This design comes from an exercise in tuning for small area on the open sky130 flow, not from production work.
RTL that was checked went through simulation tests only; none was proved equivalent to the original.
Only the layout flow was run in run 1; the RTL was not checked for function there.
Power and IR drop assume default switching activity.

==> flow/design.v <==
module timerext_core #(
    parameter [31:0] BACKDATE = 32'd64
) (
    input  wire        clk,
    input  wire        rst,
    input  wire        tick,
    input  wire        cmd_valid,
    output wire        cmd_ready,
    input  wire [87:0] cmd,
    output reg         rsp_valid,
    output reg  [33:0] rsp,
    output reg         ev_valid,
    output wire [15:0] ev_word,
    output reg         ev2_valid,
    output wire [15:0] ev2_word,
    output reg         pin
);
    localparam [7:0] OP_ECINIT = 8'h10, OP_ECGET  = 8'h11, OP_ECSET  = 8'h12,
                     OP_ECEXT  = 8'h13, OP_ECEXTP = 8'h14, OP_ECMAX  = 8'h15,
                     OP_ECOVC  = 8'h16, OP_ECOVR  = 8'h17,
                     OP_DASCHO = 8'h20, OP_DASCH  = 8'h21, OP_DACAN  = 8'h22,
                     OP_DAST   = 8'h23, OP_DAAT   = 8'h24, OP_DAOT   = 8'h25,
                     OP_PSSCH  = 8'h30, OP_PSCAN  = 8'h31, OP_PSCANE = 8'h32,
                     OP_PSST   = 8'h33, OP_PSGS   = 8'h34, OP_PSGE   = 8'h35,
                     OP_PSCB   = 8'h36;
    localparam [1:0] ACT_NOTHING = 2'd0, ACT_TOGGLE = 2'd1, ACT_CLEAR = 2'd2, ACT_SET = 2'd3;
    localparam [1:0] DA_IDLE = 2'd0, DA_WAIT = 2'd1, DA_SCHED = 2'd2, DA_MISSED = 2'd3;
    localparam [2:0] PS_IDLE = 3'd0, PS_SSTART = 3'd1, PS_SEND = 3'd2,
                     PS_MSTART = 3'd3, PS_MEND = 3'd4;
    localparam [1:0] CB_NONE = 2'd0, CB_HOST = 2'd1, CB_PSSTART = 2'd2, CB_PSEND = 2'd3;
    localparam [3:0] ST_NONE = 4'd0,
                     ST_S1   = 4'd1,  ST_S2  = 4'd2,  ST_S3  = 4'd3,  ST_S4 = 4'd4,
                     ST_S5   = 4'd5,  ST_S6  = 4'd6,  ST_S7A = 4'd7,  ST_S7B = 4'd8,
                     ST_C1   = 4'd9,  ST_I1  = 4'd10;
    reg [15:0] cnt;
    reg        ovf;
    reg [15:0] cmp;
    reg        mf;
    reg [1:0]  oa;
    reg        ovie;
    reg        cmie;
    reg [15:0] acc_hi;       
    reg        ovfcb;
    reg [1:0]  da_state;
    reg [31:0] da_at;
    reg [31:0] da_ot;
    reg [1:0]  da_action;
    reg [1:0]  da_prev;
    reg [1:0]  da_cb;
    reg [7:0]  da_tag;
    reg [2:0]  ps_state;
    reg [31:0] ps_start;
    reg [31:0] ps_end;
    reg        ps_cben;
    reg        da_w;         
    reg        ps_w;         
    reg [3:0]  fg_pc;
    reg [3:0]  isr_pc;
    reg        fg_ps;        
    reg        fg_cb;
    reg [7:0]  fg_tag;
    reg [5:0]  fg_k;         
    reg [4:0]  ev_lo;
    reg        ev2_mend;
    wire in_isr  = (isr_pc != ST_NONE);
    wire fg_busy = (fg_pc != ST_NONE);
    wire gie     = !(fg_busy && (fg_ps || fg_pc == ST_S7B || fg_pc == ST_C1));
    assign ev_word  = {(ev_lo[1:0] == 2'd2) ? da_tag : 8'd0, 3'd0, ev_lo};
    assign ev2_word = {11'd0, ev2_mend ? PS_MEND : PS_MSTART, 2'd3};
    wire [7:0]  c_op   = cmd[7:0];
    wire [1:0]  c_act  = cmd[9:8];
    wire        c_cb   = cmd[10];
    wire [4:0]  c_zero = cmd[15:11];
    wire [7:0]  c_tag  = cmd[23:16];
    wire [31:0] c_a    = cmd[55:24];
    wire [31:0] c_b    = cmd[87:56];
    wire z_act = (c_act == 2'd0);
    wire z_tag = (c_tag == 8'd0);
    wire z_ah  = (c_a[31:16] == 16'd0);
    wire z_a   = z_ah && (c_a[15:0] == 16'd0);
    wire z_b   = (c_b == 32'd0);
    reg c_legal;
    always @(*) begin
        case (c_op)
            OP_ECINIT, OP_PSCB:
                c_legal = z_act && z_tag && z_a && z_b;
            OP_ECGET, OP_ECMAX, OP_ECOVC, OP_ECOVR,
            OP_DACAN, OP_DAST, OP_DAAT, OP_DAOT,
            OP_PSCAN, OP_PSCANE, OP_PSST, OP_PSGS, OP_PSGE:
                c_legal = z_act && !c_cb && z_tag && z_a && z_b;
            OP_ECSET:
                c_legal = z_act && !c_cb && z_tag && z_b;
            OP_ECEXT, OP_ECEXTP:
                c_legal = z_act && !c_cb && z_tag && z_b && z_ah;
            OP_DASCHO:
                c_legal = 1'b1;
            OP_DASCH:
                c_legal = z_b;
            OP_PSSCH:
                c_legal = z_act && !c_cb && z_tag;
            default:
                c_legal = 1'b0;
        endcase
        if (c_zero != 5'd0)
            c_legal = 1'b0;
    end
    wire ovf_pend = ovf && ovie;
    wire cmp_pend = mf && cmie;
    wire irq_ok   = !in_isr && gie && (ovf_pend || cmp_pend);
    wire idle     = !in_isr && !fg_busy;
    assign cmd_ready = idle && !irq_ok;
    function [16:0] add16(input [15:0] a, input [15:0] b, input ci);
        integer i;
        reg c;
        begin
            c = ci;
            for (i = 0; i < 16; i = i + 1) begin
                add16[i] = a[i] ^ b[i] ^ c;
                c = (a[i] & b[i]) | (c & (a[i] ^ b[i]));
            end
            add16[16] = c;
        end
    endfunction
    function ge16(input [15:0] a, input [15:0] b, input ci);
        integer i;
        reg c;
        begin
            c = ci;
            for (i = 0; i < 16; i = i + 1)
                c = (a[i] & !b[i]) | (a[i] & c) | (!b[i] & c);
            ge16 = c;
        end
    endfunction
    function lt16(input [15:0] a, input [15:0] b);
        lt16 = !ge16(a, b, 1'b1);
    endfunction
    function eqp1(input [15:0] a, input [15:0] b);
        integer i;
        reg [15:0] t;
        reg ok;
        begin
            t  = a ^ b;
            ok = t[0];
            for (i = 0; i < 15; i = i + 1)
                ok = ok & (t[i] | !t[i+1]) & (!t[i] | (b[i] == t[i+1]));
            eqp1 = ok;
        end
    endfunction
    function [15:0] inc16(input [15:0] a);
        integer i;
        reg c;
        begin
            c = 1'b1;
            for (i = 0; i < 16; i = i + 1) begin
                inc16[i] = a[i] ^ c;
                c = a[i] & c;
            end
        end
    endfunction
    function [15:0] dec16(input [15:0] a);
        integer i;
        reg c;
        begin
            c = 1'b1;
            for (i = 0; i < 16; i = i + 1) begin
                dec16[i] = a[i] ^ c;
                c = !a[i] & c;
            end
        end
    endfunction
    wire [15:0] s4_cmp = dec16(da_ot[15:0]);
    wire [15:0] cnt_m1 = dec16(cnt);
    wire [15:0] acc_p1 = inc16(acc_hi);
    wire [15:0] acc_m1 = dec16(acc_hi);
    wire        corr   = ovf && !cnt[15];
    wire [15:0] nh     = corr ? acc_p1 : acc_hi;
    wire [31:0] ec_now = {nh, cnt};
    wire        op_ext  = (c_op == OP_ECEXT);
    wire        op_extp = (c_op == OP_ECEXTP);
    wire        ext_c   = ge16(c_a[15:0], cnt, op_ext);
    wire [15:0] ext_hi  = op_ext ? (ext_c ? acc_hi : acc_p1) : (ext_c ? acc_m1 : acc_hi);
    wire b_lo     = lt16(da_at[15:0], cnt);
    wire at_eq_nh = (da_at[31:16] == nh);
    wire promo_ok = (b_lo ? eqp1(da_at[31:16], nh) : at_eq_nh) && (da_at[15:0] != cnt_m1);
    wire c_at_lt_now = lt16(da_at[31:16], nh) || (at_eq_nh && b_lo);
    wire c_now_lt_ot = lt16(nh, da_ot[31:16]) ||
                       ((nh == da_ot[31:16]) && lt16(cnt, da_ot[15:0]));
    wire c_at_lt_ot  = lt16(da_at[31:16], da_ot[31:16]) ||
                       ((da_at[31:16] == da_ot[31:16]) && lt16(da_at[15:0], da_ot[15:0]));
    wire past_now = c_at_lt_ot ? (c_now_lt_ot && c_at_lt_now) : (c_now_lt_ot || c_at_lt_now);
    wire [31:0] o_new;
    generate
        if (BACKDATE[31:16] == 16'd0 && BACKDATE[5:0] == 6'd0) begin : g_org
            wire [16:0] o_lo = add16(cnt, ~(BACKDATE[15:0] | {10'd0, fg_k}), 1'b1);
            assign o_new = {o_lo[16] ? nh : (corr ? acc_hi : acc_m1), o_lo[15:0]};
        end else begin : g_org
            assign o_new = ec_now - BACKDATE - {26'd0, fg_k};
        end
    endgenerate
    reg [15:0] n_cnt;
    reg        n_ovf;
    reg [15:0] n_cmp;
    reg        n_mf;
    reg [1:0]  n_oa;
    reg        n_pin;
    reg        n_ovie;
    reg        n_cmie;
    reg [15:0] n_acc_hi;
    reg        n_ovfcb;
    reg [1:0]  n_da_state;
    reg [31:0] n_da_at;
    reg [31:0] n_da_ot;
    reg [1:0]  n_da_action;
    reg [1:0]  n_da_prev;
    reg [1:0]  n_da_cb;
    reg [7:0]  n_da_tag;
    reg [2:0]  n_ps_state;
    reg [31:0] n_ps_start;
    reg [31:0] n_ps_end;
    reg        n_ps_cben;
    reg        n_da_w;
    reg        n_ps_w;
    reg [3:0]  n_fg_pc;
    reg [3:0]  n_isr_pc;
    reg        n_fg_ps;
    reg        n_fg_cb;
    reg [7:0]  n_fg_tag;
    reg [5:0]  n_fg_k;
    reg        n_rsp_valid;
    reg [33:0] n_rsp;
    reg        n_ev_valid;
    reg [4:0]  n_ev_lo;
    reg        n_ev2_valid;
    reg        n_ev2_mend;
    reg [3:0]  step;
    reg        sch_ok;
    reg [4:0]  ev_new;
    reg        ev_emit;
    reg [2:0]  ps_new;
    reg        ps_emit;
    reg [15:0] tick_cnt;
    reg        wr_match;
    function pin_action(input [1:0] act, input cur);
        case (act)
            ACT_TOGGLE: pin_action = !cur;
            ACT_CLEAR:  pin_action = 1'b0;
            ACT_SET:    pin_action = 1'b1;
            default:    pin_action = cur;
        endcase
    endfunction
    always @(*) begin
        n_cnt = cnt;         n_ovf = ovf;           n_cmp = cmp;         n_mf = mf;
        n_oa = oa;           n_pin = pin;           n_ovie = ovie;       n_cmie = cmie;
        n_acc_hi = acc_hi;   n_ovfcb = ovfcb;
        n_da_state = da_state;   n_da_at = da_at;       n_da_ot = da_ot;
        n_da_action = da_action; n_da_prev = da_prev;   n_da_cb = da_cb;   n_da_tag = da_tag;
        n_ps_state = ps_state;   n_ps_start = ps_start; n_ps_end = ps_end; n_ps_cben = ps_cben;
        n_da_w = da_w;       n_ps_w = ps_w;
        n_fg_pc = fg_pc;     n_isr_pc = isr_pc;     n_fg_ps = fg_ps;
        n_fg_cb = fg_cb;     n_fg_tag = fg_tag;     n_fg_k = fg_k + {5'd0, tick};
        n_rsp_valid = 1'b0;  n_rsp = rsp;
        n_ev_valid = 1'b0;   n_ev_lo = ev_lo;
        n_ev2_valid = 1'b0;  n_ev2_mend = in_isr;
        step = ST_NONE;
        sch_ok = 1'b0;
        ev_new = 5'd0;
        ev_emit = 1'b0;
        ps_new = PS_IDLE;
        ps_emit = 1'b0;
        tick_cnt = 16'd0;
        if (!fg_busy) begin
            n_fg_cb  = c_cb;
            n_fg_tag = c_tag;
            n_fg_k   = {5'd0, tick};
        end
        if (in_isr) begin
            step = isr_pc;
        end else if (irq_ok) begin
            if (ovf_pend) begin
                n_ovf = 1'b0;
                n_acc_hi = acc_p1;
                if (ovfcb) begin
                    ev_new  = 5'd1;
                    ev_emit = 1'b1;
                end
            end else begin
                n_mf = 1'b0;
                n_isr_pc = ST_I1;
            end
        end else if (fg_busy) begin
            step = fg_pc;
        end else if (cmd_valid) begin
            n_rsp_valid = 1'b1;
            n_rsp = 34'd0;
            if (!c_legal) begin
                n_rsp = {32'd0, 2'd1};
            end else begin
                case (c_op)
                    OP_ECINIT: begin
                        n_ovie  = 1'b1;
                        n_ovfcb = c_cb;
                    end
                    OP_ECGET:  n_rsp = {ec_now, 2'd0};
                    OP_ECSET: begin
                        n_cnt = c_a[15:0];
                        n_acc_hi = c_a[31:16];
                        n_ovf = 1'b0;
                    end
                    OP_ECEXT, OP_ECEXTP: n_rsp = {ext_hi, c_a[15:0], 2'd0};
                    OP_ECMAX:  n_rsp = {32'h0000_FFFF, 2'd0};
                    OP_ECOVC:  n_rsp = {16'd0, acc_hi, 2'd0};
                    OP_ECOVR:  n_acc_hi = 16'd0;
                    OP_DASCHO, OP_DASCH, OP_PSSCH: begin
                        n_rsp = {c_a, c_act};
                        n_rsp_valid = 1'b0;
                        n_fg_ps = (c_op == OP_PSSCH);
                        if (c_op == OP_DASCHO) begin
                            if (da_state == DA_WAIT || da_state == DA_SCHED)
                                n_cmie = 1'b0;
                            n_fg_pc = ST_S2;
                        end else begin
                            n_fg_pc = ST_S1;
                        end
                        if (c_op != OP_DASCH)
                            n_da_ot = c_b;
                    end
                    OP_DACAN, OP_PSCAN, OP_PSCANE: begin
                        n_fg_ps = (c_op != OP_DACAN);
                        if (c_op == OP_PSCAN && ps_state != PS_SSTART ||
                            c_op == OP_PSCANE && ps_state != PS_SEND) begin
                            n_rsp = 34'd0;
                        end else begin
                            if (da_state == DA_WAIT) begin
                                n_cmie = 1'b0;
                                n_oa = da_prev;
                                n_da_state = DA_IDLE;
                                sch_ok = 1'b1;
                                if (c_op != OP_DACAN) begin
                                    ps_new = PS_IDLE;
                                    ps_emit = 1'b1;
                                end
                            end else if (da_state == DA_SCHED) begin
                                n_cmp = cnt_m1;
                                n_fg_pc = ST_C1;
                                n_rsp_valid = 1'b0;
                            end
                            n_rsp = {31'd0, sch_ok, 2'd0};
                        end
                    end
                    OP_DAST:  n_rsp = {30'd0, da_state, 2'd0};
                    OP_DAAT:  n_rsp = {da_w ? da_at : 32'd0, 2'd0};
                    OP_DAOT:  n_rsp = {da_w ? da_ot : 32'd0, 2'd0};
                    OP_PSST:  n_rsp = {29'd0, ps_state, 2'd0};
                    OP_PSGS:  n_rsp = {ps_w ? ps_start : 32'd0, 2'd0};
                    OP_PSGE:  n_rsp = {ps_w ? ps_end : 32'd0, 2'd0};
                    OP_PSCB:  n_ps_cben = c_cb;
                    default:  n_rsp = {32'd0, 2'd1};
                endcase
            end
        end
        wr_match = ((step == ST_S4 ? s4_cmp : da_at[15:0]) == cnt);
        case (step)
            ST_I1: begin
                n_isr_pc = ST_NONE;
                if (da_state == DA_IDLE || da_state == DA_MISSED) begin
                    n_cmie = 1'b0;
                end else if (past_now) begin
                    n_cmie = 1'b0;
                    n_da_state = (da_state == DA_SCHED) ? DA_IDLE : DA_MISSED;
                    case (da_cb)
                        CB_HOST: begin
                            ev_new  = {1'b0, n_da_state, 2'd2};
                            ev_emit = 1'b1;
                        end
                        CB_PSSTART: begin
                            if (n_da_state == DA_IDLE) begin
                                n_isr_pc = ST_S2;
                            end else begin
                                ps_new  = PS_MSTART;
                                ps_emit = 1'b1;
                            end
                        end
                        CB_PSEND: begin
                            ps_new  = (n_da_state == DA_IDLE) ? PS_IDLE : PS_MEND;
                            ps_emit = 1'b1;
                        end
                        default: ;
                    endcase
                end else if (promo_ok) begin
                    n_oa = da_action;
                    n_da_state = DA_SCHED;
                end
            end
            ST_S1: begin
                if (da_state == DA_WAIT || da_state == DA_SCHED)
                    n_cmie = 1'b0;
                n_da_ot = o_new;
                if (fg_ps) begin
                    n_da_at = rsp[33:2];
                    n_rsp   = {da_ot, 2'd0};
                end
                n_fg_pc = ST_S2;
            end
            ST_S2: begin
                n_da_prev = oa;
                if (in_isr) n_isr_pc = ST_S3; else n_fg_pc = ST_S3;
            end
            ST_S3: begin
                n_da_state = DA_WAIT;
                n_da_w = 1'b1;
                if (in_isr) begin
                    n_da_action = ACT_CLEAR;
                    n_da_at     = ps_end;
                    n_da_ot     = ps_start;
                    n_da_cb     = CB_PSEND;
                    n_da_tag    = 8'd0;
                    n_isr_pc    = ST_S4;
                end else begin
                    if (fg_ps) begin
                        n_da_action = ACT_SET;
                        n_da_cb     = CB_PSSTART;
                    end else begin
                        n_da_at     = rsp[33:2];
                        n_da_action = rsp[1:0];
                        n_da_cb     = fg_cb ? CB_HOST : CB_NONE;
                    end
                    n_da_tag    = fg_tag;
                    n_fg_pc     = ST_S4;
                end
            end
            ST_S4: begin
                n_cmp = s4_cmp;
                if (wr_match)
                    n_pin = pin_action(oa, pin);
                n_mf = 1'b0;
                if (in_isr) n_isr_pc = ST_S5; else n_fg_pc = ST_S5;
            end
            ST_S5: begin
                n_cmie = 1'b1;
                if (in_isr) n_isr_pc = ST_S6; else n_fg_pc = ST_S6;
            end
            ST_S6: begin
                if (promo_ok) begin
                    n_oa = da_action;
                    n_da_state = DA_SCHED;
                end
                if (in_isr) n_isr_pc = ST_S7A; else n_fg_pc = ST_S7A;
            end
            ST_S7A: begin
                n_cmp = da_at[15:0];
                if (wr_match) begin
                    n_mf  = 1'b1;
                    n_pin = pin_action(oa, pin);
                end
                if (in_isr) n_isr_pc = ST_S7B; else n_fg_pc = ST_S7B;
            end
            ST_S7B: begin
                if (past_now && !mf) begin
                    n_oa = da_prev;
                    n_cmie = 1'b0;
                    n_da_state = DA_MISSED;
                    case (da_cb)
                        CB_HOST: begin
                            ev_new  = {1'b0, DA_MISSED, 2'd2};
                            ev_emit = 1'b1;
                        end
                        CB_PSSTART: begin
                            ps_new  = PS_MSTART;
                            ps_emit = 1'b1;
                        end
                        CB_PSEND: begin
                            ps_new  = PS_MEND;
                            ps_emit = 1'b1;
                        end
                        default: ;
                    endcase
                    sch_ok = 1'b0;
                end else begin
                    sch_ok = 1'b1;
                end
                if (in_isr) begin
                    if (ps_emit && ps_cben) begin
                        ev_new  = {ps_new, 2'd3};
                        ev_emit = 1'b1;
                    end
                    ps_new  = sch_ok ? PS_SEND : PS_MEND;
                    ps_emit = 1'b1;
                    n_isr_pc = ST_NONE;
                end else begin
                    if (fg_ps) begin
                        if (ps_emit && ps_cben) begin
                            ev_new  = {ps_new, 2'd3};
                            ev_emit = 1'b1;
                        end
                        if (sch_ok) begin
                            n_ps_start = da_at;
                            n_ps_end   = rsp[33:2];
                            n_ps_w     = 1'b1;
                        end
                        ps_new  = sch_ok ? PS_SSTART : PS_MSTART;
                        ps_emit = 1'b1;
                    end
                    n_rsp_valid = 1'b1;
                    n_rsp = {31'd0, sch_ok, 2'd0};
                    n_fg_pc = ST_NONE;
                end
            end
            ST_C1: begin
                n_cmie = 1'b0;
                n_oa = da_prev;
                if (!mf)
                    n_da_state = DA_IDLE;
                sch_ok = !mf;
                if (fg_ps && sch_ok) begin
                    ps_new  = PS_IDLE;
                    ps_emit = 1'b1;
                end
                n_rsp_valid = 1'b1;
                n_rsp = {31'd0, sch_ok, 2'd0};
                n_fg_pc = ST_NONE;
            end
            default: ;
        endcase
        if (ev_emit) begin
            n_ev_valid = 1'b1;
            n_ev_lo    = ev_new;
        end
        if (ps_emit) begin
            n_ps_state = ps_new;
            if (ps_cben) begin
                if (n_ev_valid) begin
                    n_ev2_valid = 1'b1;
                end else begin
                    n_ev_valid = 1'b1;
                    n_ev_lo    = {ps_new, 2'd3};
                end
            end
        end
        if (tick) begin
            tick_cnt = inc16(n_cnt);
            n_cnt = tick_cnt;
            if (tick_cnt == 16'd0)
                n_ovf = 1'b1;
            if (tick_cnt == n_cmp) begin
                n_mf  = 1'b1;
                n_pin = pin_action(n_oa, n_pin);
            end
        end
    end
    always @(posedge clk) begin
        if (rst) begin
            cnt <= 16'd0;  ovf <= 1'b0;  cmp <= 16'd0;  mf <= 1'b0;
            oa <= ACT_NOTHING;  pin <= 1'b0;  ovie <= 1'b0;  cmie <= 1'b0;
            acc_hi <= 16'd0;  ovfcb <= 1'b0;
            da_state <= DA_IDLE;  da_w <= 1'b0;
            ps_state <= PS_IDLE;  ps_w <= 1'b0;  ps_cben <= 1'b0;
            fg_pc <= ST_NONE;  isr_pc <= ST_NONE;
            rsp_valid <= 1'b0;  ev_valid <= 1'b0;  ev2_valid <= 1'b0;
        end else begin
            cnt <= n_cnt;  ovf <= n_ovf;  cmp <= n_cmp;  mf <= n_mf;
            oa <= n_oa;  pin <= n_pin;  ovie <= n_ovie;  cmie <= n_cmie;
            acc_hi <= n_acc_hi;  ovfcb <= n_ovfcb;
            da_state <= n_da_state;  da_w <= n_da_w;
            ps_state <= n_ps_state;  ps_w <= n_ps_w;
            ps_cben <= n_ps_cben;
            fg_pc <= n_fg_pc;  isr_pc <= n_isr_pc;
            rsp_valid <= n_rsp_valid;  ev_valid <= n_ev_valid;  ev2_valid <= n_ev2_valid;
        end
        da_at <= n_da_at;  da_ot <= n_da_ot;
        ps_start <= n_ps_start;  ps_end <= n_ps_end;
        da_action <= n_da_action;  da_prev <= n_da_prev;
        da_cb <= n_da_cb;  da_tag <= n_da_tag;
        fg_ps <= n_fg_ps;  fg_cb <= n_fg_cb;
        fg_tag <= n_fg_tag;  fg_k <= n_fg_k;
        rsp <= n_rsp;  ev_lo <= n_ev_lo;  ev2_mend <= n_ev2_mend;
    end
endmodule
==> flow/run.sh <==
#!/bin/bash
# synth_recipe.tcl (not shown) runs the flow's synth.tcl, then flattens the netlist and writes it again
# the make line also repeats each setting of config.mk as NAME=value (left out here)
make -C /OpenROAD-flow-scripts/flow DESIGN_CONFIG=/design/flow/config.mk WORK_HOME=/design/flow/orfs CLKGATE_MAP_FILE= SYNTH_SCRIPT=/design/flow/synth_recipe.tcl finish
==> flow/config.mk <==
export PLATFORM = sky130hd
export DESIGN_NAME = timerext_core
export DESIGN_NICKNAME = timerext_core
export VERILOG_FILES = /design/flow/design.v
export SDC_FILE = /design/flow/constraint.sdc
export NUM_CORES = 4
export LEC_CHECK = 0
export CAP_MARGIN = 20
export CORE_MARGIN = 2
export CORE_UTILIZATION = 40
export PLACE_DENSITY = 0.6
export SLEW_MARGIN = 20
==> flow/constraint.sdc <==
create_clock -name core_clock -period 12.0 [get_ports {clk}]
set_input_delay 2.4000 -clock core_clock [delete_from_list [all_inputs] [get_ports {clk}]]
set_output_delay 2.4000 -clock core_clock [all_outputs]
set_load 0.01 [all_outputs]
==> run notes, run 1 <==
Seq cells post-synth: 273
Final Critical Period: 9.63 ns
Dominant synthesized flop cell: dfxtp_1
Critical Path AT: 10.11 ns
Initial core utilization: 40.4%
Switch share: 44.0%
Routed len/inst: 29.2 um
IO Pins: 163
Synth unique cells: 92
Largest net degree at the start of global routing: 72
Mean area per synthesized cell: 8.34 um2
Leak: 0.00922 uW
CTS Buf Count: 35
Final Worst Setup Slack: 2.37 ns
Rel. slew slack: 21.5%
Worst Reg-to-Reg Cells: 28
Status: timing/DRC/antenna clean
CP endpoint kind: flop
Die area: 53600 um2
Part of the power in the clock network: 23.2%
Worst Path Required: 12.48 ns
Fmax: 0.104 GHz
Crit path max fanout: 16
Placed insts: 3191
Worst skew pair latency: 0.58 ns
Comb pwr share: 43.7%
Post-CTS sizing: 0
Core footprint: 51300 um2
Sink Count: 273
Setup Fix Bufs, Post-CTS: 0
Finished Layout Cells: 3256
Fraction of layout instances using a drive strength above 1: 6.64%
Post-Synthesis Cells: 2484
Final WL: 94900 um
Vias per cell: 6.58
Die H: 232 um
Flip-flop and latch area: 6670 um2
Fin. Hold Viols: 0
Startpoint types: primary input
Antenna diodes: 0
Period utilization: 80.3%
WS Path Type: in2reg
RePlAce Congestion: 0.993
Hpwl dp: 69300 um
Async SR Flop Fraction: 0%
Sum of negative setup slack: 0 ns
Net Sw Power: 2150 uW
Total track usage: 34.7%
Antenna violations before repair: 2
Cell row count: 83
DR vias: 21400
Most frequent cells in the layout: nand2_1 (311), nor2_1 (171), dfxtp_1 (151), clkdlybuf4s50_1 (145), ha_1 (136)
Hold Path Class: reg2reg
Post-synth design cell area: 20700 um2
Grt ovf: 0
First-pass DRT Iterations: 6
Slew @ Worst Pin: 1.18 ns
CTS Buffer Depth: 3
Synth-to-layout area growth: 16.0%
PortBufs: 146
Post-synthesis sequential area ratio: 32.2%
Placed Instance Area: 22800 um2
CTS tree: yes
Worst path slowest cell: clkdlybuf4s50_1
Ys Warns: 1
Worst vdd ir: 116 uV
Clock slew at reported path FFs: 0.07 ns
Most common cell after layout, fill and taps aside: nand2_1
Worst stage delay on the critical path: 0.92 ns
Filler Cells Inserted: 5110
Final setup violation count: 0
Sequential power share: 33.1%
Drt drc: 0
Vias in the first global route: 20500
Internal power: 2740 uW
Multi-input logic area: 12900 um2
Post-synth EDFFs: 120
Number of max-cap violations: 0
Setup Skew: 0.0307 ns
Root buf cell: clkbuf_16
Antenna-violating nets left: 0
RSZ-0062 raised after global routing: false
First DRT Iteration DRCs: 2900
First-pass GRT wire length: 138000 um
Hold depth: 2
H-tree lvl count: 2
Tot Pwr: 4890 uW
Most frequent cell on the critical path: ha_1
CTS Hold Bufs: 0
Pre-CTS WS: 1.83 ns
Design area: 24000 um2
Final-report max-slew violation count: 0
Power density over cell area: 204 nW/um2
Die X: 232 um
Nets: 2783
metrics by stage:
step           hold WS [ns]  util, %
6_report              0.488     46.8
5_1_grt               0.509     46.8
4_1_cts               0.483     46.8
3_5_place_dp          0.469     44.5
3_3_place_gp          0.462     44.4
2_1_floorplan         0.424        -
kinds of logic (layout without fill, tap and decap cells):
kind of cell    after synthesis  after routing  share of synthesized area [%]
compound gates              705            705                           24.5
xor+xnor                     57             57                           2.41
fa+ha+maj                   152            152                           9.23
buf+inv                     320            398                           6.24
flops                       273            273                           32.2
mux                         106            106                           5.23
other cells                   2             16                         0.0362
simple gates                869            869                           20.2
final timing paths:
kind	to	start	slack (ns)
min	da_ot[22]	ps_start[22]	0.49
min reg2reg	da_ot[22]	ps_start[22]	0.49
max	pin	cmd[4]	2.37
max reg2reg	ev_valid	acc_hi[1]	4.29
per-layer routing:
metal	routed length [um]	vias up	global-route usage, %
li1	-	9444	-
met1	38900	10400	46.2
met2	42200	1311	54.8
met3	8770	285	5.50
met4	5010	4	17.0
met5	24	-	0
cell type report:
type	count	area share [%]
clock buffer	52	4.38
multi-input combinational	1905	53.8
timing repair buffer	200	7.76
clock inverter	11	0.614
inverter	135	2.11
tap	680	3.54
sequential	273	27.8
flip-flops by register name, summed over array words and instances, names as in the netlist, 2 cells and up, named ones only:
register and flops:
da_at 32, ps_start 32, ps_state 3, cmp 16, rsp 34, ev_lo 5, da_action 2, da_ot 32
ps_end 32, fg_k 6, da_prev 2, cnt 16, da_state 2, acc_hi 16, fg_tag 8, isr_pc 4
oa 2, fg_pc 2, da_tag 8, da_cb 2
cell usage after synthesis, types with 18 or more instances:
library cell	number	area (um2)
nand2_1	311	1170
nor2_1	177	664
dfxtp_1	153	3060
clkbuf_1	150	563
ha_1	136	1700
inv_1	133	499
a21oi_1	121	606
edfxtp_1	120	3600
o21ai_0	91	455
mux2i_1	88	881
nor3_1	75	375
a22o_1	68	596
a22oi_1	56	420
nand3_1	52	260
a221oi_1	48	420
o22ai_1	45	282
xnor2_1	44	385
nor4_1	43	269
nor2b_1	41	257
nand4_1	37	231
and2_1	31	194
a31oi_1	30	188
o31ai_1	30	225
nand2b_1	28	175
o211ai_1	27	203
a211oi_1	24	180
o221ai_1	21	184
a311oi_1	19	166
buf_4	18	135
mux2_2	18	203
power by group through the flow:
stage | Clock [uW] | Combinational [uW] | Sequential, uW
after floorplan | 0 | 1320 | 1450
after global placement | 0 | 2070 | 1620
after detailed placement | 0 | 2080 | 1620
after CTS | 1140 | 2090 | 1610
after global routing | 1180 | 2300 | 1640
final | 1140 | 2140 | 1620
critical path, delay by kind of cell:
kind / cells / cell delay [ns]
compound gates: 10 / 1.80
fa+ha+maj: 13 / 2.60
simple gates: 4 / 1.76
mux: 1 / 0.33
buf+inv: 2 / 1.21
==> inputs of run 2 (changes only) <==
--- a/flow/design.v
+++ b/flow/design.v
@@ -227,7 +227,7 @@
     reg [7:0]  n_fg_tag;
     reg [5:0]  n_fg_k;
     reg        n_rsp_valid;
-    reg [33:0] n_rsp;
+    wire [33:0] n_rsp;
     reg        n_ev_valid;
     reg [4:0]  n_ev_lo;
     reg        n_ev2_valid;
@@ -258,7 +258,7 @@
         n_da_w = da_w;       n_ps_w = ps_w;
         n_fg_pc = fg_pc;     n_isr_pc = isr_pc;     n_fg_ps = fg_ps;
         n_fg_cb = fg_cb;     n_fg_tag = fg_tag;     n_fg_k = fg_k + {5'd0, tick};
-        n_rsp_valid = 1'b0;  n_rsp = rsp;
+        n_rsp_valid = 1'b0;
         n_ev_valid = 1'b0;   n_ev_lo = ev_lo;
         n_ev2_valid = 1'b0;  n_ev2_mend = in_isr;
         step = ST_NONE;
@@ -291,27 +291,23 @@
             step = fg_pc;
         end else if (cmd_valid) begin
             n_rsp_valid = 1'b1;
-            n_rsp = 34'd0;
-            if (!c_legal) begin
-                n_rsp = {32'd0, 2'd1};
-            end else begin
+            if (c_legal) begin
                 case (c_op)
                     OP_ECINIT: begin
                         n_ovie  = 1'b1;
                         n_ovfcb = c_cb;
                     end
-                    OP_ECGET:  n_rsp = {ec_now, 2'd0};
+                    OP_ECGET: ;
                     OP_ECSET: begin
                         n_cnt = c_a[15:0];
                         n_acc_hi = c_a[31:16];
                         n_ovf = 1'b0;
                     end
-                    OP_ECEXT, OP_ECEXTP: n_rsp = {ext_hi, c_a[15:0], 2'd0};
-                    OP_ECMAX:  n_rsp = {32'h0000_FFFF, 2'd0};
-                    OP_ECOVC:  n_rsp = {16'd0, acc_hi, 2'd0};
+                    OP_ECEXT, OP_ECEXTP: ;
+                    OP_ECMAX: ;
+                    OP_ECOVC: ;
                     OP_ECOVR:  n_acc_hi = 16'd0;
                     OP_DASCHO, OP_DASCH, OP_PSSCH: begin
-                        n_rsp = {c_a, c_act};
                         n_rsp_valid = 1'b0;
                         n_fg_ps = (c_op == OP_PSSCH);
                         if (c_op == OP_DASCHO) begin
@@ -328,7 +324,6 @@
                         n_fg_ps = (c_op != OP_DACAN);
                         if (c_op == OP_PSCAN && ps_state != PS_SSTART ||
                             c_op == OP_PSCANE && ps_state != PS_SEND) begin
-                            n_rsp = 34'd0;
                         end else begin
                             if (da_state == DA_WAIT) begin
                                 n_cmie = 1'b0;
@@ -344,17 +339,16 @@
                                 n_fg_pc = ST_C1;
                                 n_rsp_valid = 1'b0;
                             end
-                            n_rsp = {31'd0, sch_ok, 2'd0};
                         end
                     end
-                    OP_DAST:  n_rsp = {30'd0, da_state, 2'd0};
-                    OP_DAAT:  n_rsp = {da_w ? da_at : 32'd0, 2'd0};
-                    OP_DAOT:  n_rsp = {da_w ? da_ot : 32'd0, 2'd0};
-                    OP_PSST:  n_rsp = {29'd0, ps_state, 2'd0};
-                    OP_PSGS:  n_rsp = {ps_w ? ps_start : 32'd0, 2'd0};
-                    OP_PSGE:  n_rsp = {ps_w ? ps_end : 32'd0, 2'd0};
+                    OP_DAST: ;
+                    OP_DAAT: ;
+                    OP_DAOT: ;
+                    OP_PSST: ;
+                    OP_PSGS: ;
+                    OP_PSGE: ;
                     OP_PSCB:  n_ps_cben = c_cb;
-                    default:  n_rsp = {32'd0, 2'd1};
+                    default: ;
                 endcase
             end
         end
@@ -397,7 +391,6 @@
                 n_da_ot = o_new;
                 if (fg_ps) begin
                     n_da_at = rsp[33:2];
-                    n_rsp   = {da_ot, 2'd0};
                 end
                 n_fg_pc = ST_S2;
             end
@@ -501,7 +494,6 @@
                         ps_emit = 1'b1;
                     end
                     n_rsp_valid = 1'b1;
-                    n_rsp = {31'd0, sch_ok, 2'd0};
                     n_fg_pc = ST_NONE;
                 end
             end
@@ -516,7 +508,6 @@
                     ps_emit = 1'b1;
                 end
                 n_rsp_valid = 1'b1;
-                n_rsp = {31'd0, sch_ok, 2'd0};
                 n_fg_pc = ST_NONE;
             end
             default: ;
@@ -547,6 +538,38 @@
             end
         end
     end
+    wire op_sch   = (c_op == OP_DASCHO) || (c_op == OP_DASCH) || (c_op == OP_PSSCH);
+    wire t_legal  = idle && c_legal;
+    wire g_get    = t_legal && (c_op == OP_ECGET);
+    wire g_ext    = t_legal && (op_ext || op_extp);
+    wire g_ovc    = t_legal && (c_op == OP_ECOVC);
+    wire g_max    = t_legal && (c_op == OP_ECMAX);
+    wire g_at     = t_legal && (c_op == OP_DAAT) && da_w;
+    wire g_ps     = t_legal && (c_op == OP_PSGS) && ps_w;
+    wire g_pe     = t_legal && (c_op == OP_PSGE) && ps_w;
+    wire g_sch    = t_legal && op_sch;
+    wire g_dast   = t_legal && (c_op == OP_DAST);
+    wire g_psst   = t_legal && (c_op == OP_PSST);
+    wire fg_step  = !in_isr && !irq_ok && fg_busy;
+    wire swap     = fg_step && (fg_pc == ST_S1) && fg_ps;
+    wire g_ot     = (t_legal && (c_op == OP_DAOT) && da_w) || swap;
+    wire g_res    = idle || (fg_step && (fg_pc == ST_S7B || fg_pc == ST_C1));
+    wire rsp_en   = g_res || swap;
+    wire [31:0] rsp_v =
+        ({32{g_get}}  & ec_now) |
+        ({32{g_ext}}  & {ext_hi, c_a[15:0]}) |
+        ({32{g_ovc}}  & {16'd0, acc_hi}) |
+        ({32{g_max}}  & 32'h0000_FFFF) |
+        ({32{g_at}}   & da_at) |
+        ({32{g_ot}}   & da_ot) |
+        ({32{g_ps}}   & ps_start) |
+        ({32{g_pe}}   & ps_end) |
+        ({32{g_sch}}  & c_a) |
+        ({32{g_dast}} & {30'd0, da_state}) |
+        ({32{g_psst}} & {29'd0, ps_state}) |
+        {31'd0, g_res && sch_ok};
+    wire [1:0] rsp_s = g_sch ? c_act : {1'b0, idle && !c_legal};
+    assign n_rsp = rsp_en ? {rsp_v, rsp_s} : rsp;
     always @(posedge clk) begin
         if (rst) begin
             cnt <= 16'd0;  ovf <= 1'b0;  cmp <= 16'd0;  mf <= 1'b0;
--- a/flow/config.mk
+++ b/flow/config.mk
@@ -5,6 +5,7 @@
 export SDC_FILE = /design/flow/constraint.sdc
 export NUM_CORES = 4
 export LEC_CHECK = 0
+export ABC_AREA = 1
 export CAP_MARGIN = 20
 export CORE_MARGIN = 2
 export CORE_UTILIZATION = 40
==> run 2 against run 1 <==
- maximum frequency up 2.2%
- final area is 5.8% lower
- critical path depth increased by 7
- sequential cell count is the same
- first-iteration DRC count decreased by 28%
- via count fell by 8.1%
- sequential share of layout area up 3.2 points
- cell count rose by 4.8%
- clock power down 7%
- non-clock buffer count shrank 29
- synthesized cell count up 7.0%
- setup slack improved by 0.20 ns
- largest power group unchanged
==> run notes, run 2 <==
Sink Count: 273
Cell row count: 81
Worst Reg-to-Reg Cells: 27
RePlAce Congestion: 1.00
CTS Buffer Depth: 3
Hpwl dp: 59400 um
Die X: 225 um
Most frequent cell on the critical path: ha_1
Final Critical Period: 9.43 ns
Hold depth: 2
Root buf cell: clkbuf_16
CTS Buf Count: 34
Fmax: 0.106 GHz
Status: timing/DRC/antenna clean
Most common cell in the netlist: nand2_1
Reg-to-Reg End: ps_end[6]
Tot Pwr: 4680 uW
Most common cell after layout, fill and taps aside: nand2_1
Nets: 2996
Ranking of synthesized cells by area: edfxtp_1 (24%), dfxtp_1 (12%), nand2_1 (10%)
Post-Synthesis Cells: 2659
Die area: 50600 um2
Rel. slew slack: 21.6%
Post-synthesis sequential area ratio: 35.8%
Worst stage delay on the critical path: 0.83 ns
Top-area cell type share of the netlist area: 23.7%
Reg with most FFs: rsp
CP endpoint kind: flop
Setup Fix Bufs, Post-CTS: 0
Fraction of layout instances using a drive strength above 1: 4.70%
Core footprint: 48500 um2
Worst skew pair latency: 0.56 ns
Part of the power in the clock network: 22.6%
Post-CTS sizing: 0
Critical Path AT: 9.89 ns
H-tree lvl count: 2
Synth-to-layout area growth: 15.9%
Fin. Hold Viols: 0
Switch share: 43.3%
Ys Warns: 1
Mean area per synthesized cell: 7.35 um2
Final-report max-slew violation count: 0
Vias in the first global route: 18400
Top cells by count, synth: nand2_1 (523), inv_1 (460), nor2_1 (241), o21ai_0 (199), edfxtp_1 (154)
Comb pwr share: 44.5%
CTS tree: yes
Final WL: 79900 um
Routed len/inst: 23.4 um
Dominant synthesized flop cell: edfxtp_1
Post-synth design cell area: 19500 um2
Final setup violation count: 0
First DRT Iteration DRCs: 2091
Grt ovf: 0
Most frequent cells in the layout: nand2_1 (523), inv_1 (460), nor2_1 (239), o21ai_0 (199), edfxtp_1 (154)
First-pass DRT Iterations: 5
Post-synth EDFFs: 154
Number of max-cap violations: 0
Largest net degree at the start of global routing: 65
Max reg flops: 34
DR vias: 19700
Flop-to-flop setup slack: 4.39 ns
Total track usage: 31.0%
Vias per cell: 5.77
Startpoint types: primary input
Period utilization: 78.6%
Sum of negative setup slack: 0 ns
Antenna-violating nets left: 0
Worst r2r src: acc_hi[0]
Leak: 0.00979 uW
Initial core utilization: 40.3%
Crit path max fanout: 33
Drt drc: 0
RSZ-0062 raised after global routing: false
Synth unique cells: 57
Hold wc startpoint: ev_lo[1]
Hold Path Class: reg2reg
IO Pins: 163
Clock slew at reported path FFs: 0.06 ns
Net Sw Power: 2030 uW
PortBufs: 146
Die H: 225 um
Setup Skew: 0.0273 ns
Async SR Flop Fraction: 0%
First-pass GRT wire length: 117000 um
Antenna violations before repair: 0
Seq cells post-synth: 273
Worst vdd ir: 119 uV
WS Path Type: in2reg
CTS Hold Bufs: 0
Sequential power share: 32.9%
Cell taking the most area after synthesis: edfxtp_1
Worst Path Required: 12.46 ns
Power density over cell area: 207 nW/um2
Worst path slowest cell: nor4_1
Slew @ Worst Pin: 1.17 ns
Worst hold endpoint: ev_lo[1]
Internal power: 2650 uW
==> run 2: cell type report <==
type,count,area [um2]
fill,4816,25900
multi-input combinational,1810,10300
sequential,273,7010
inverter,474,1780
timing repair buffer,171,1640
clock buffer,43,936
tap,622,778
clock inverter,18,176
antenna,1,2.50
==> run 2: worst max-delay path: cells and delay by family <==
| kind | cells | cell delay, ns |
|---|---|---|
| AO/OA/AOI/OAI | 1 | 0.13 |
| AND/OR/NAND/NOR | 18 | 3.73 |
| buffers and inverters | 3 | 0.73 |
| XOR/XNOR | 1 | 0.26 |
| adder cells (fa/ha/maj) | 14 | 2.64 |
==> run 2: routing by layer <==
| metal | up-vias | GRT usage (%) | part of all wire [%] |
|---|---|---|---|
| met2 | 1015 | 48.0 | 44 |
| met5 | - | 0 | 0 |
| met4 | 0 | 12.8 | 4.3 |
| met1 | 9258 | 42.1 | 42 |
| met3 | 178 | 6.17 | 9.6 |
| li1 | 9241 | - | - |
==> run 2: power groups by stage <==
stage | Clock [uW] | Sequential (uW) | Combinational (uW)
floorplan | 0 | 1500 | 1230
global placement | 0 | 1550 | 2030
detailed placement | 0 | 1550 | 2040
CTS | 1070 | 1540 | 2050
global route | 1100 | 1570 | 2270
finish | 1060 | 1540 | 2080
==> run 2: cells by family after synthesis <==
kind of cell               after synthesis  share of synthesized area, %
muxes                                    2                         0.109
and+or+nand+nor                       1017                          22.0
xor gates and xnor gates                47                          2.14
DFF                                    273                          35.8
other                                    2                        0.0384
adders and majority gates              140                          9.15
AOI/OAI and AO/OA                      588                          18.9
buffers and inverters                  590                          11.8
==> run 2: worst max-delay path by stage <==
stage	slack, ns	start	depth (start not counted)	to
6_report	2.57	cmd[60]	37	pin
5_1_grt	2.06	cmd[4]	42	pin
4_1_cts	2.83	cmd[73]	39	pin
3_5_place_dp	2.29	cmd[73]	39	pin
3_3_place_gp	2.42	cmd[72]	39	pin
2_1_floorplan	4.03	cmd[6]	42	pin
==> run 2: metrics by stage <==
| step | std cells | area, um2 | hold slack [ns] | utilization, % | setup WS (ns) |
|---|---|---|---|---|---|
| floorplan | 2673 | 19600 | 0.421 | - | 4.03 |
| global placement | 3350 | 21500 | 0.440 | 44.3 | 2.42 |
| CTS | 3411 | 22600 | 0.468 | 46.6 | 2.83 |
| detailed placement | 3350 | 21500 | 0.458 | 44.3 | 2.29 |
| finish | 3412 | 22600 | 0.463 | 46.6 | 2.57 |
| global route | 3411 | 22600 | 0.480 | 46.6 | 2.06 |
==> inputs of run 3 (changes only) <==
--- a/flow/design.v
+++ b/flow/design.v
@@ -59,7 +59,8 @@
     reg        fg_ps;        
     reg        fg_cb;
     reg [7:0]  fg_tag;
-    reg [5:0]  fg_k;         
+    reg [4:0]  fg_k;         
+    reg        c0_r;         
     reg [4:0]  ev_lo;
     reg        ev2_mend;
     wire in_isr  = (isr_pc != ST_NONE);
@@ -109,6 +110,10 @@
     wire irq_ok   = !in_isr && gie && (ovf_pend || cmp_pend);
     wire idle     = !in_isr && !fg_busy;
     assign cmd_ready = idle && !irq_ok;
+    wire       fg_step = !in_isr && !irq_ok && fg_busy;
+    wire [3:0] step_w  = in_isr ? isr_pc : fg_step ? fg_pc : ST_NONE;
+    wire       at_s1   = fg_step && (fg_pc == ST_S1);
+    wire       at_s4   = (step_w == ST_S4);
     function [16:0] add16(input [15:0] a, input [15:0] b, input ci);
         integer i;
         reg c;
@@ -178,25 +183,41 @@
     wire        op_ext  = (c_op == OP_ECEXT);
     wire        op_extp = (c_op == OP_ECEXTP);
     wire        ext_c   = ge16(c_a[15:0], cnt, op_ext);
-    wire [15:0] ext_hi  = op_ext ? (ext_c ? acc_hi : acc_p1) : (ext_c ? acc_m1 : acc_hi);
     wire b_lo     = lt16(da_at[15:0], cnt);
     wire at_eq_nh = (da_at[31:16] == nh);
     wire promo_ok = (b_lo ? eqp1(da_at[31:16], nh) : at_eq_nh) && (da_at[15:0] != cnt_m1);
     wire c_at_lt_now = lt16(da_at[31:16], nh) || (at_eq_nh && b_lo);
-    wire c_now_lt_ot = lt16(nh, da_ot[31:16]) ||
-                       ((nh == da_ot[31:16]) && lt16(cnt, da_ot[15:0]));
-    wire c_at_lt_ot  = lt16(da_at[31:16], da_ot[31:16]) ||
-                       ((da_at[31:16] == da_ot[31:16]) && lt16(da_at[15:0], da_ot[15:0]));
-    wire past_now = c_at_lt_ot ? (c_now_lt_ot && c_at_lt_now) : (c_now_lt_ot || c_at_lt_now);
+    wire [15:0] cp_hi = at_s4 ? da_at[31:16] : nh;
+    wire [15:0] cp_lo = at_s4 ? da_at[15:0]  : cnt;
+    wire c_p_lt_ot   = lt16(cp_hi, da_ot[31:16]) ||
+                       ((cp_hi == da_ot[31:16]) && lt16(cp_lo, da_ot[15:0]));
+    wire c_now_lt_ot = c_p_lt_ot;
+    wire past_now = c0_r ? (c_now_lt_ot && c_at_lt_now) : (c_now_lt_ot || c_at_lt_now);
     wire [31:0] o_new;
+    wire        o_c;
+    wire s_p1 = at_s1 ? (corr && o_c) :
+                (idle && op_ext)  ? !ext_c :
+                (idle && op_extp) ? 1'b0 : corr;
+    wire s_m1 = at_s1 ? (!corr && !o_c) : (idle && op_extp && ext_c);
+    wire [15:0] hi_sel = s_p1 ? acc_p1 : s_m1 ? acc_m1 : acc_hi;
     generate
-        if (BACKDATE[31:16] == 16'd0 && BACKDATE[5:0] == 6'd0) begin : g_org
-            wire [16:0] o_lo = add16(cnt, ~(BACKDATE[15:0] | {10'd0, fg_k}), 1'b1);
-            assign o_new = {o_lo[16] ? nh : (corr ? acc_hi : acc_m1), o_lo[15:0]};
+        if (BACKDATE[31:16] == 16'd0 && BACKDATE[4:0] == 5'd0) begin : g_org
+            wire [16:0] o_lo = add16(cnt, ~(BACKDATE[15:0] | {11'd0, fg_k}), 1'b1);
+            assign o_c   = o_lo[16];
+            assign o_new = {hi_sel, o_lo[15:0]};
         end else begin : g_org
-            assign o_new = ec_now - BACKDATE - {26'd0, fg_k};
+            assign o_c   = 1'b1;
+            assign o_new = ec_now - BACKDATE - {27'd0, fg_k};
         end
     endgenerate
+    wire op_cancel = (c_op == OP_DACAN) ||
+                     (c_op == OP_PSCAN && ps_state == PS_SSTART) ||
+                     (c_op == OP_PSCANE && ps_state == PS_SEND);
+    wire at_c0s = cmd_ready && cmd_valid && c_legal && op_cancel && (da_state == DA_SCHED);
+    wire [15:0] cmp_new = at_s4 ? s4_cmp :
+                          (step_w == ST_S7A) ? da_at[15:0] :
+                          at_c0s ? cnt_m1 : cmp;
+    wire wr_match = (cmp_new == cnt);
     reg [15:0] n_cnt;
     reg        n_ovf;
     reg [15:0] n_cmp;
@@ -225,7 +246,7 @@
     reg        n_fg_ps;
     reg        n_fg_cb;
     reg [7:0]  n_fg_tag;
-    reg [5:0]  n_fg_k;
+    reg [4:0]  n_fg_k;
     reg        n_rsp_valid;
     wire [33:0] n_rsp;
     reg        n_ev_valid;
@@ -239,7 +260,6 @@
     reg [2:0]  ps_new;
     reg        ps_emit;
     reg [15:0] tick_cnt;
-    reg        wr_match;
     function pin_action(input [1:0] act, input cur);
         case (act)
             ACT_TOGGLE: pin_action = !cur;
@@ -249,7 +269,7 @@
         endcase
     endfunction
     always @(*) begin
-        n_cnt = cnt;         n_ovf = ovf;           n_cmp = cmp;         n_mf = mf;
+        n_cnt = cnt;         n_ovf = ovf;           n_cmp = cmp_new;         n_mf = mf;
         n_oa = oa;           n_pin = pin;           n_ovie = ovie;       n_cmie = cmie;
         n_acc_hi = acc_hi;   n_ovfcb = ovfcb;
         n_da_state = da_state;   n_da_at = da_at;       n_da_ot = da_ot;
@@ -257,7 +277,7 @@
         n_ps_state = ps_state;   n_ps_start = ps_start; n_ps_end = ps_end; n_ps_cben = ps_cben;
         n_da_w = da_w;       n_ps_w = ps_w;
         n_fg_pc = fg_pc;     n_isr_pc = isr_pc;     n_fg_ps = fg_ps;
-        n_fg_cb = fg_cb;     n_fg_tag = fg_tag;     n_fg_k = fg_k + {5'd0, tick};
+        n_fg_cb = fg_cb;     n_fg_tag = fg_tag;     n_fg_k = fg_k + {4'd0, tick};
         n_rsp_valid = 1'b0;
         n_ev_valid = 1'b0;   n_ev_lo = ev_lo;
         n_ev2_valid = 1'b0;  n_ev2_mend = in_isr;
@@ -271,10 +291,10 @@
         if (!fg_busy) begin
             n_fg_cb  = c_cb;
             n_fg_tag = c_tag;
-            n_fg_k   = {5'd0, tick};
+            n_fg_k   = {4'd0, tick};
         end
         if (in_isr) begin
-            step = isr_pc;
+            step = step_w;
         end else if (irq_ok) begin
             if (ovf_pend) begin
                 n_ovf = 1'b0;
@@ -288,7 +308,7 @@
                 n_isr_pc = ST_I1;
             end
         end else if (fg_busy) begin
-            step = fg_pc;
+            step = step_w;
         end else if (cmd_valid) begin
             n_rsp_valid = 1'b1;
             if (c_legal) begin
@@ -335,7 +355,6 @@
                                     ps_emit = 1'b1;
                                 end
                             end else if (da_state == DA_SCHED) begin
-                                n_cmp = cnt_m1;
                                 n_fg_pc = ST_C1;
                                 n_rsp_valid = 1'b0;
                             end
@@ -352,7 +371,6 @@
                 endcase
             end
         end
-        wr_match = ((step == ST_S4 ? s4_cmp : da_at[15:0]) == cnt);
         case (step)
             ST_I1: begin
                 n_isr_pc = ST_NONE;
@@ -422,7 +440,6 @@
                 end
             end
             ST_S4: begin
-                n_cmp = s4_cmp;
                 if (wr_match)
                     n_pin = pin_action(oa, pin);
                 n_mf = 1'b0;
@@ -440,7 +457,6 @@
                 if (in_isr) n_isr_pc = ST_S7A; else n_fg_pc = ST_S7A;
             end
             ST_S7A: begin
-                n_cmp = da_at[15:0];
                 if (wr_match) begin
                     n_mf  = 1'b1;
                     n_pin = pin_action(oa, pin);
@@ -550,14 +566,14 @@
     wire g_sch    = t_legal && op_sch;
     wire g_dast   = t_legal && (c_op == OP_DAST);
     wire g_psst   = t_legal && (c_op == OP_PSST);
-    wire fg_step  = !in_isr && !irq_ok && fg_busy;
     wire swap     = fg_step && (fg_pc == ST_S1) && fg_ps;
     wire g_ot     = (t_legal && (c_op == OP_DAOT) && da_w) || swap;
     wire g_res    = idle || (fg_step && (fg_pc == ST_S7B || fg_pc == ST_C1));
     wire rsp_en   = g_res || swap;
     wire [31:0] rsp_v =
-        ({32{g_get}}  & ec_now) |
-        ({32{g_ext}}  & {ext_hi, c_a[15:0]}) |
+        ({32{g_get || g_ext}} & {hi_sel, 16'd0}) |
+        ({32{g_get}}  & {16'd0, cnt}) |
+        ({32{g_ext}}  & {16'd0, c_a[15:0]}) |
         ({32{g_ovc}}  & {16'd0, acc_hi}) |
         ({32{g_max}}  & 32'h0000_FFFF) |
         ({32{g_at}}   & da_at) |
@@ -595,6 +611,8 @@
         da_cb <= n_da_cb;  da_tag <= n_da_tag;
         fg_ps <= n_fg_ps;  fg_cb <= n_fg_cb;
         fg_tag <= n_fg_tag;  fg_k <= n_fg_k;
+        if (at_s4)
+            c0_r <= c_p_lt_ot;
         rsp <= n_rsp;  ev_lo <= n_ev_lo;  ev2_mend <= n_ev2_mend;
     end
 endmodule
==> flow/flow/run.sh (new file) <==
#!/bin/bash
# Layout flow: the standard flow (standard.sh) with two changes.
#  1. After the standard synthesis, ABC re-maps the combinational logic
#     between the registers for area (flow/resynth.ys.in, flow/area.abc). The
#     registers keep the standard synthesis's instances, names and cells.
#  2. Ports are buffered with sky130_fd_sc_hd__buf_1 (one buffer per port, as
#     the standard flow does, with a smaller cell).
# Each tool's output goes to a log file in this folder.
set -euo pipefail
W=$(pwd)
R=$W/orfs/results/$FLOW_PLATFORM/timerext_core/base
O=$W/orfs/objects/$FLOW_PLATFORM/timerext_core/base
LIB=$FLOW_HOME/platforms/$FLOW_PLATFORM/lib/sky130_fd_sc_hd__tt_025C_1v80.lib
YOSYS=$FLOW_HOME/../tools/install/yosys/bin/yosys
[[ -x $YOSYS ]] || YOSYS=yosys

bash standard.sh synth > standard_synth.log 2>&1
cp $R/1_2_yosys.v $W/1_2_yosys_standard.v
sed -e "s#@LIB@#$LIB#g" -e "s#@IN@#$W/1_2_yosys_standard.v#" -e "s#@OUT@#$R/1_2_yosys.v#" \
    -e "s#@TOP@#$FLOW_TOP#" -e "s#@ABC@#$W/flow/area.abc#" -e "s#@CONSTR@#$O/abc.constr#" \
    -e "s#@STAT@#$W/resynth_stat.txt#" flow/resynth.ys.in > resynth.ys
$YOSYS -s resynth.ys > resynth.log 2>&1
rm -f $R/1_synth.odb $R/1_synth.sdc
bash standard.sh BUFFER_PORTS_ARGS="-buffer_cell sky130_fd_sc_hd__buf_1" finish > standard_finish.log 2>&1
==> flow/flow/area.abc (new file) <==
strash
&get -n
&st
&dch
&nf -a
&put
buffer -c
topo
stime -c
upsize -c
dnsize -c
==> flow/flow/resynth.ys.in (new file) <==
# Re-map the combinational logic of the standard synthesis for area.
# Every register (and tie cell) stays the very instance the standard synthesis
# made: its cell is read as a black box, so ABC only sees the logic between them.
read_liberty -ignore_miss_func -ignore_miss_dir @LIB@
blackbox sky130_fd_sc_hd__*df* sky130_fd_sc_hd__*dl* sky130_fd_sc_hd__conb_1
read_verilog @IN@
hierarchy -top @TOP@
flatten
opt_clean -purge
abc -script @ABC@ -liberty @LIB@ -constr @CONSTR@ -dont_use sky130_fd_sc_hd__probe_p_8 -dont_use sky130_fd_sc_hd__probec_p_8 -dont_use sky130_fd_sc_hd__lpflow_bleeder_1 -dont_use sky130_fd_sc_hd__lpflow_clkbufkapwr_1 -dont_use sky130_fd_sc_hd__lpflow_clkbufkapwr_16 -dont_use sky130_fd_sc_hd__lpflow_clkbufkapwr_2 -dont_use sky130_fd_sc_hd__lpflow_clkbufkapwr_4 -dont_use sky130_fd_sc_hd__lpflow_clkbufkapwr_8 -dont_use sky130_fd_sc_hd__lpflow_clkinvkapwr_1 -dont_use sky130_fd_sc_hd__lpflow_clkinvkapwr_16 -dont_use sky130_fd_sc_hd__lpflow_clkinvkapwr_2 -dont_use sky130_fd_sc_hd__lpflow_clkinvkapwr_4 -dont_use sky130_fd_sc_hd__lpflow_clkinvkapwr_8 -dont_use sky130_fd_sc_hd__lpflow_decapkapwr_12 -dont_use sky130_fd_sc_hd__lpflow_decapkapwr_3 -dont_use sky130_fd_sc_hd__lpflow_decapkapwr_4 -dont_use sky130_fd_sc_hd__lpflow_decapkapwr_6 -dont_use sky130_fd_sc_hd__lpflow_decapkapwr_8 -dont_use sky130_fd_sc_hd__lpflow_inputiso0n_1 -dont_use sky130_fd_sc_hd__lpflow_inputiso0p_1 -dont_use sky130_fd_sc_hd__lpflow_inputiso1n_1 -dont_use sky130_fd_sc_hd__lpflow_inputiso1p_1 -dont_use sky130_fd_sc_hd__lpflow_inputisolatch_1 -dont_use sky130_fd_sc_hd__lpflow_isobufsrc_1 -dont_use sky130_fd_sc_hd__lpflow_isobufsrc_16 -dont_use sky130_fd_sc_hd__lpflow_isobufsrc_2 -dont_use sky130_fd_sc_hd__lpflow_isobufsrc_4 -dont_use sky130_fd_sc_hd__lpflow_isobufsrc_8 -dont_use sky130_fd_sc_hd__lpflow_isobufsrckapwr_16 -dont_use sky130_fd_sc_hd__lpflow_lsbuf_lh_hl_isowell_tap_1 -dont_use sky130_fd_sc_hd__lpflow_lsbuf_lh_hl_isowell_tap_2 -dont_use sky130_fd_sc_hd__lpflow_lsbuf_lh_hl_isowell_tap_4 -dont_use sky130_fd_sc_hd__lpflow_lsbuf_lh_isowell_4 -dont_use sky130_fd_sc_hd__lpflow_lsbuf_lh_isowell_tap_1 -dont_use sky130_fd_sc_hd__lpflow_lsbuf_lh_isowell_tap_2 -dont_use sky130_fd_sc_hd__lpflow_lsbuf_lh_isowell_tap_4 
opt_clean -purge
splitnets
opt_clean -purge
tee -o @STAT@ stat -liberty @LIB@
write_verilog -noattr -noexpr -nohex -nodec @OUT@
==> flow/standard.sh (new file) <==
#!/bin/bash
# synth_recipe.tcl (not shown) runs the flow's synth.tcl, then flattens the netlist and writes it again
# the make line also repeats each setting of config.mk as NAME=value (left out here)
make -C /OpenROAD-flow-scripts/flow DESIGN_CONFIG=/design/flow/config.mk WORK_HOME=/design/flow/orfs CLKGATE_MAP_FILE= SYNTH_SCRIPT=/design/flow/synth_recipe.tcl "${@:-finish}"
--- a/flow/config.mk
+++ b/flow/config.mk
@@ -9,5 +9,8 @@
 export CAP_MARGIN = 20
 export CORE_MARGIN = 2
 export CORE_UTILIZATION = 40
+export CTS_BUF_LIST = sky130_fd_sc_hd__clkbuf_16
+export CTS_CLUSTER_DIAMETER = 100
+export CTS_CLUSTER_SIZE = 20
 export PLACE_DENSITY = 0.6
 export SLEW_MARGIN = 20
removed: flow/run.sh
==> run 3 against run 2 <==
- still clean
- wire length decreased by 12%
- clock skew shrank 0.0032 ns
- area after synthesis fell by 11%
- die area down 11%
- non-clock buffer count is 11 higher
- largest cell class unchanged
==> run notes, run 3 <==
Final setup violation count: 0
Status: timing/DRC/antenna clean
CTS Hold Bufs: 0
Sum of negative setup slack: 0 ns
Post-synth design cell area: 17300 um2
Final WL: 70200 um
Antenna violations before repair: 1
H-tree lvl count: 1
Synth-to-layout area growth: 10.2%
Fin. Hold Viols: 0
DR vias: 17100
CP endpoint kind: flop
CTS Buf Count: 18
Leak: 0.00642 uW
Most frequent cells in the layout: nor2_1 (194), nand2_1 (175), edfxtp_1 (155), buf_1 (145), a21oi_1 (138)
CP top delay family: simple AND/OR/NAND/NOR gates
Setup Fix Bufs, Post-CTS: 0
First-pass DRT Iterations: 6
Die X: 212 um
Most common cell after layout, fill and taps aside: nor2_1
Pre-CTS WS: 2.94 ns
First DRT Iteration DRCs: 2138
Worst skew pair latency: 0.54 ns
Post-CTS sizing: 0
Total track usage: 30.8%
Levels on crit path: 23
Max reg flops: 34
Placed Instance Area: 18500 um2
RePlAce Congestion: 0.953
Final Worst Setup Slack: 3.23 ns
Die H: 212 um
WS Path Type: in2reg
Final Critical Period: 8.77 ns
Drt drc: 0
Vias per cell: 6.40
Sink Count: 273
Grt ovf: 0
Hpwl dp: 49800 um
Post-Synthesis Cells: 1975
CTS Buffer Depth: 3
Met1 GRT Util: 43.8%
Worst vdd ir: 97.0 uV
Worst path slowest cell: nor4_1
Die area: 44900 um2
PortBufs: 146
Worst Path Required: 12.46 ns
Number of max-cap violations: 0
Nets: 2163
Busiest grt layer: met2
Worst Reg-to-Reg Cells: 23
GR Util met3: 3.92%
Vias in the first global route: 15800
Hold Path Class: reg2reg
Worst path cell trace: buf_1 > nor4_1 > nand4_1 > nor2_1 > a31oi_1 > o31ai_2 > nor2_1 > or4b_1 > buf_4 > mux2i_2 > nor4_4 > nand2b_2 > nor4_4 > and2b_1 > nor2b_4 > nand2b_4 > nor4_1 > nor2b_1 > xor2_1 > xor2_1 > or4_1 > or3_1 > a211oi_1
Critical Path AT: 9.23 ns
IO Pins: 163
Fraction of layout instances using a drive strength above 1: 8.41%
Period utilization: 73.1%
Fmax: 0.114 GHz
Crit path max fanout: 15
Ys Warns: 1
Buffer and inverter count on the worst path: 2
Startpoint types: primary input
Core footprint: 42900 um2
Design area: 19100 um2
Power density over cell area: 181 nW/um2
Routed len/inst: 26.3 um
Reg with most FFs: rsp
Final-report max-slew violation count: 0
M2 GR Usage: 46.4%
Mean area per synthesized cell: 8.76 um2
First-pass GRT wire length: 103000 um
Hold depth: 0
Setup Skew: 0.0241 ns
Clock slew at reported path FFs: 0.10 ns
Rel. slew slack: 20.3%
Slew @ Worst Pin: 1.19 ns
Largest net degree at the start of global routing: 63
Initial core utilization: 40.3%
Antenna diodes: 0
Worst stage delay on the critical path: 0.90 ns
Antenna-violating nets left: 0
CTS tree: yes
RSZ-0062 raised after global routing: false
Cell row count: 76
Root buf cell: clkbuf_16
## run 3: cell count changes in the layout (fill, tap and decap cells not counted), moves of 88 or more
cell | before | now
o21ai_0 | 199 | 111
inv_1 | 460 | 58
ha_1 | 134 | 0
nand2_1 | 523 | 175
buf_1 | 0 | 145
clkdlybuf4s50_1 | 145 | 0
## run 3: per-layer routing
metal | part of all wire, % | vias to the layer above | wire length, um
met5 | 0 | - | 0
met2 | 43 | 981 | 30000
met4 | 4.8 | 0 | 3380
li1 | - | 7634 | -
met1 | 43 | 8308 | 30500
met3 | 9.0 | 149 | 6350
## run 3: through the flow
stage | hold WS (ns) | cells | power [uW] | utilization (%)
global route | 0.502 | 2667 | 3610 | 44.5
detailed placement | 0.458 | 2636 | 2760 | 43.2
floorplan | 0.424 | 1989 | 2300 | -
finish | 0.485 | 2667 | 3440 | 44.5
global placement | 0.454 | 2635 | 2750 | 43.1
CTS | 0.483 | 2667 | 3430 | 44.5
## run 3: area by class of cell
class,count,area (um2)
fillers,4312,23800
multi-input cells,1537,9710
flip-flops and latches,273,7020
repair buffers,182,827
well taps,585,732
clock buffers,20,500
inverters,59,223
clock inverters,11,56.3
## run 3: final timing paths
path                               from          to  slack [ns]
worst max-delay path            cmd[60]         pin        3.23
worst min-delay path              oa[1]  da_prev[1]        0.49
worst max register to register     flop   ps_end[6]        4.33
worst min register to register    oa[1]  da_prev[1]        0.49
## run 3: report_power, final
group | total, uW | internal [uW] | switching [uW]
clock | 666 | 304 | 362
sequential | 1540 | 1290 | 241
combinational | 1240 | 446 | 796

-- afterwards: timing with drivers on the ports --
The flow's constraints put no driver on any port. The routed layouts listed below were extracted and timed again, unchanged, in two steps.
Step 1 (the two cells are an assumption about what drives the block):
set clk [get_ports {clk}]
set_driving_cell -lib_cell sky130_fd_sc_hd__clkbuf_16 $clk
set_driving_cell -lib_cell sky130_fd_sc_hd__buf_2 [delete_from_list [all_inputs] $clk]
Step 2 times the ports against the registers' clock, not the clock port: input delays grow and output delays shrink by t, the midpoint of the rising clock arrivals with the driver on.
a / b / c = no drivers / after step 1 / after step 2; a / b = the first two.
run	shift t [ns]	slack for setup (ns)	worst slew at a driven data input, ns
run 1	0.629	2.366 / 2.375 / 1.747	0.06
run 2	0.606	2.570 / 2.602 / 1.996	0.06
run 3	0.585	3.228 / 3.260 / 2.675	0.07
After both steps every run listed still meets setup and hold. The setup slack of run 1, which loses most, moves by +0.009 ns with the drivers and by -0.619 ns with both steps.
